Context: an optimization exercise on an open-source flow, tuned for small area, a short achievable clock period and few clock cycles. The choices shown serve that exercise and are no tape-out recipe. In this exercise RTL edits were held to simulation tests only and were not proved equivalent to the original. Power and IR drop assume default switching activity.

wip/lagoon:
## plx_top
module plx_top (
    input             clk,
    input             rst,
    input             host_valid,
    input             host_write,
    input      [4:0]  host_addr,      
    input      [31:0] host_wdata,
    output            host_ready,
    output reg        host_rvalid,
    output reg [31:0] host_rdata,
    output            mem_rreq,
    output     [31:0] mem_raddr,
    input             mem_rgnt,
    input             mem_rvalid,
    input      [7:0]  mem_rdata,
    output            mem_wreq,
    output     [31:0] mem_waddr,
    output     [7:0]  mem_wdata,
    input             mem_wgnt
);
Settings: LEC_CHECK=0, CAP_MARGIN=20, CORE_MARGIN=2, CORE_UTILIZATION=40, PLACE_DENSITY=0.6, SLEW_MARGIN=20; clock period 13.0 ns.
standard.sh (not shown) runs the stock make flow with config.mk's settings and CLKGATE_MAP_FILE= SYNTH_SCRIPT=/design/flow/synth_recipe.tcl, a recipe that flattens the netlist after the stock synthesis.
==> flow/flow/run.sh <==
#!/bin/bash
# The standard layout (standard synthesis unchanged) with two changes to how it is made:
# - the timing repair aims at a larger setup margin, so it keeps improving paths that are
#   already well inside the clock period;
# - the port buffers are buf_4 cells instead of the resizer's default pick.
# The make output goes to layout.log; each ORFS step's own log is under orfs/logs/.
set -euo pipefail
bash standard.sh SETUP_SLACK_MARGIN=8.5 "BUFFER_PORTS_ARGS=-buffer_cell sky130_fd_sc_hd__buf_4" finish > layout.log 2>&1
wip/lagoon went all the way through synthesis, placement and routing and the layout is clean on timing, DRC and antenna.
Testbench counts of wip/lagoon, summed over its fixed seeds: cycles 51,773.
The following lists how wip/delta was set up differently from wip/lagoon:
--- a/flow/design.v
+++ b/flow/design.v
@@ -299,13 +299,13 @@
                         else if (pd_valid != 3'b111)
                             fail(2'd2, 2'd0);
                         else if (pd_sbad != 3'd0)
                             fail(2'd2, 2'd1);
                         else begin
                             ctl <= C_CHECK;
-                            step <= (empty || fast_ok == 3'b111) ? K_ABITER : K_RINIT;
+                            step <= (empty || fast_ok == 3'b111) ? K_ABINIT : K_RINIT;
                             fr_ok <= fast_ok;
                             ph <= 3'b001;
                             fl_v <= 1'b0;
                         end
                     end
                 end
@@ -357,45 +357,41 @@
                         step <= K_ABITER;
                     end
                     K_ABITER: begin
                         fl_v <= ab_big;
                         fl_e <= 2'd3; fl_s <= 2'd0;
                         if (mr_zero)
-                            step <= K_LEN1;         
+                            step <= K_LEN1;
                         else begin
                             if (mr[0])
                                 acc <= acc_add;
                             mc <= {mc[32] | mc[31], mc[30:0], 1'b0};
                             mr <= {1'b0, mr[31:1]};
-                            if (mr[31:1] == 31'd0) begin
-                                ab <= mr[0] ? acc_add[29:0] : acc[29:0];
-                                step <= K_LEN2;
-                            end
                         end
                     end
                     K_LEN1: begin
                         ab <= acc[29:0];
                         step <= K_LEN2;
                     end
                     K_LEN2: begin
-                        fl_v <= (acc[32:30] != 3'd0);   
-                        fl_e <= 2'd3; fl_s <= 2'd0;
                         acc <= ab_sum;
                         mc <= {1'b0, dst_addr_v};
                         step <= K_CAP;
                     end
                     K_CAP: begin
                         fl_v <= cap_bad;
                         fl_e <= 2'd3; fl_s <= 2'd0;
                         acc <= acc_add;         
                         step <= K_DST;
                     end
                     K_DST: begin
-                      if (dst_bad) begin
-                        fail(2'd3, 2'd1);
-                      end else begin  
+                        fl_v <= dst_bad;
+                        fl_e <= 2'd3; fl_s <= 2'd1;
+                        step <= K_GO;
+                    end
+                    default: begin  
                         err_e <= 2'd0; err_s <= 2'd0;
                         out_valid <= 1'b1;
                         out_addr <= dst_addr_v;
                         clear_frame;
                         state <= ST_CONF;
                         if (ab == 30'd0) begin
@@ -413,15 +409,13 @@
                             rreq_q <= 1'b1;
                             wreq_q <= 1'b0;
                             rdone <= 1'b0;
                             cnt <= 3'd0;
                             fc <= 3'd0;
                         end
-                      end
                     end
-                    default: ;
                     endcase
                 end
             end
             c_copy: begin
                 if (racc) begin
                     if (!lc_q) begin
@@ -465,15 +459,11 @@
                     ctl <= C_IDLE;
                     ready_q <= 1'b1;
                     rreq_q <= 1'b0;
                     wreq_q <= 1'b0;
                 end
             end
-            default: begin
-                acc <= 33'd0;
-                mc <= {2'b00, half_w};
-                mr <= {1'b0, half_h};
-            end
+            default: ;
             endcase
         end
     end
 endmodule
### Flow results
| highest fanout seen on the critical path | higher: wip/delta |. Row setup slack: wip/delta higher / wip/lagoon lower. Non-clock buffering overhead in the final layout sits lower in wip/delta than in wip/lagoon. Wire: wip/delta routes less than wip/lagoon. Per the comparison of wip/delta with wip/lagoon, clock share of power now smaller; total power density per cell area now smaller.
Testbench counts of wip/delta, summed over its fixed seeds: cycles 52,093.

---

RTL: one of the versions met above, not the one the previous note started from.
Size: about 4,600 cells after synthesis, ~960 flip-flops, ~0.050 mm² of cells after synthesis.
==> flow/config.mk <==
export PLATFORM = sky130hd
export DESIGN_NAME = plx_top
export DESIGN_NICKNAME = plx_top
export VERILOG_FILES = /design/flow/design.v
export SDC_FILE = /design/flow/constraint.sdc
export NUM_CORES = 4
export LEC_CHECK = 0
export CAP_MARGIN = 20
export CORE_MARGIN = 2
export CORE_UTILIZATION = 40
export PLACE_DENSITY = 0.6
export SLEW_MARGIN = 20
==> flow/constraint.sdc <==
create_clock -name core_clock -period 13.0 [get_ports {clk}]
set_input_delay 2.6000 -clock core_clock [delete_from_list [all_inputs] [get_ports {clk}]]
set_output_delay 2.6000 -clock core_clock [all_outputs]
set_load 0.01 [all_outputs]
==> flow/flow/run.sh <==
#!/bin/bash
# The standard layout (standard synthesis unchanged) with two changes to how it is made:
# - the timing repair aims at a larger setup margin, so it keeps improving paths that are
#   already well inside the clock period;
# - the port buffers are buf_4 cells instead of the resizer's default pick.
# The make output goes to layout.log; each ORFS step's own log is under orfs/logs/.
set -euo pipefail
bash standard.sh SETUP_SLACK_MARGIN=8.8 "BUFFER_PORTS_ARGS=-buffer_cell sky130_fd_sc_hd__buf_4" finish > layout.log 2>&1
The starting point passed the timing, DRC and antenna checks.
Testbench counts at the start, summed over its fixed seeds: cycles 52,093.
==> next run, changes <==
--- a/flow/design.v
+++ b/flow/design.v
@@ -297,17 +297,17 @@
                         else if (odd_dim)
                             fail(2'd1, 2'd2);
                         else if (pd_valid != 3'b111)
                             fail(2'd2, 2'd0);
                         else if (pd_sbad != 3'd0)
                             fail(2'd2, 2'd1);
                         else begin
                             ctl <= C_CHECK;
-                            step <= (empty || fast_ok == 3'b111) ? K_ABINIT : K_RINIT;
+                            step <= (empty || fast_ok == 3'b111) ? K_ABITER : K_RINIT;
                             fr_ok <= fast_ok;
                             ph <= 3'b001;
                             fl_v <= 1'b0;
                         end
                     end
                 end
             end
             case (1'b1)
@@ -355,45 +355,49 @@
                         mc <= {2'b00, half_w};
                         mr <= {1'b0, half_h};
                         step <= K_ABITER;
                     end
                     K_ABITER: begin
                         fl_v <= ab_big;
                         fl_e <= 2'd3; fl_s <= 2'd0;
                         if (mr_zero)
-                            step <= K_LEN1;
+                            step <= K_LEN1;         
                         else begin
                             if (mr[0])
                                 acc <= acc_add;
                             mc <= {mc[32] | mc[31], mc[30:0], 1'b0};
                             mr <= {1'b0, mr[31:1]};
+                            if (mr[31:1] == 31'd0) begin
+                                ab <= mr[0] ? acc_add[29:0] : acc[29:0];
+                                step <= K_LEN2;
+                            end
                         end
                     end
                     K_LEN1: begin
                         ab <= acc[29:0];
                         step <= K_LEN2;
                     end
                     K_LEN2: begin
+                        fl_v <= (acc[32:30] != 3'd0);   
+                        fl_e <= 2'd3; fl_s <= 2'd0;
                         acc <= ab_sum;
                         mc <= {1'b0, dst_addr_v};
                         step <= K_CAP;
                     end
                     K_CAP: begin
                         fl_v <= cap_bad;
                         fl_e <= 2'd3; fl_s <= 2'd0;
                         acc <= acc_add;         
                         step <= K_DST;
                     end
                     K_DST: begin
-                        fl_v <= dst_bad;
-                        fl_e <= 2'd3; fl_s <= 2'd1;
-                        step <= K_GO;
-                    end
-                    default: begin  
+                      if (dst_bad) begin
+                        fail(2'd3, 2'd1);
+                      end else begin  
                         err_e <= 2'd0; err_s <= 2'd0;
                         out_valid <= 1'b1;
                         out_addr <= dst_addr_v;
                         clear_frame;
                         state <= ST_CONF;
                         if (ab == 30'd0) begin
                             ctl <= C_IDLE;
                             ready_q <= 1'b1;
@@ -407,17 +411,19 @@
                             lc_q <= 1'b0;       
                             lr_q <= 1'b0;       
                             rreq_q <= 1'b1;
                             wreq_q <= 1'b0;
                             rdone <= 1'b0;
                             cnt <= 3'd0;
                             fc <= 3'd0;
                         end
+                      end
                     end
+                    default: ;
                     endcase
                 end
             end
             c_copy: begin
                 if (racc) begin
                     if (!lc_q) begin
                         mc[31:0] <= mc[31:0] - 32'd1;
                         raddr <= raddr + 32'd1;
@@ -457,13 +463,17 @@
                 if (fin) begin
                     out_addr <= dst_addr_v;
                     ctl <= C_IDLE;
                     ready_q <= 1'b1;
                     rreq_q <= 1'b0;
                     wreq_q <= 1'b0;
                 end
             end
-            default: ;
+            default: begin
+                acc <= 33'd0;
+                mc <= {2'b00, half_w};
+                mr <= {1'b0, half_h};
+            end
             endcase
         end
     end
 endmodule
Effect: The changed run produced a clean layout. Sequential power is higher slightly. Power rises by a few percent. Non-clock buffer count rises by 36. Clock-buffer cell count goes up by 5. Area after synthesis goes up slightly. Cell count rose by a few percent. Setup slack got worse by 0.024 ns. Design area increases slightly.
Testbench counts after the change, summed over its fixed seeds: cycles 51,773.

[afterwards: timing with drivers on the ports]
In the flow no input, the clock included, has a driving cell. The finished layouts below were timed again as built, in two steps.
Step 1 sets driving cells, clkbuf_16 on the clock port and buf_2 on the other inputs (assumed; they add their load-dependent delay and slew).
Step 2 times the ports against the registers' clock, not the clock port: input delays grow and output delays shrink by t, the midpoint of the rising clock arrivals with the driver on.
Slacks: ideal / step 1 / step 2; pairs: ideal / step 1.
run | t (ns) | setup slack, ns | worst hold slack (ns)
wip/lagoon | 0.833 | 8.455 / 8.455 / 7.834 | 0.402 / 0.402 / 0.402
wip/delta | 0.803 | 8.495 / 8.495 / 7.868 | 0.407 / 0.407 / 0.407
the first run of note 2 | 0.816 | 8.704 / 8.704 / 8.060 | 0.403 / 0.403 / 0.403
the second run of note 2 | 0.807 | 8.680 / 8.680 / 8.086 | 0.410 / 0.410 / 0.410
After both steps setup and hold are still met in every run listed. The setup slack of the first run of note 2, which loses most, moves by 0.000 ns with the drivers and by -0.644 ns with both steps.
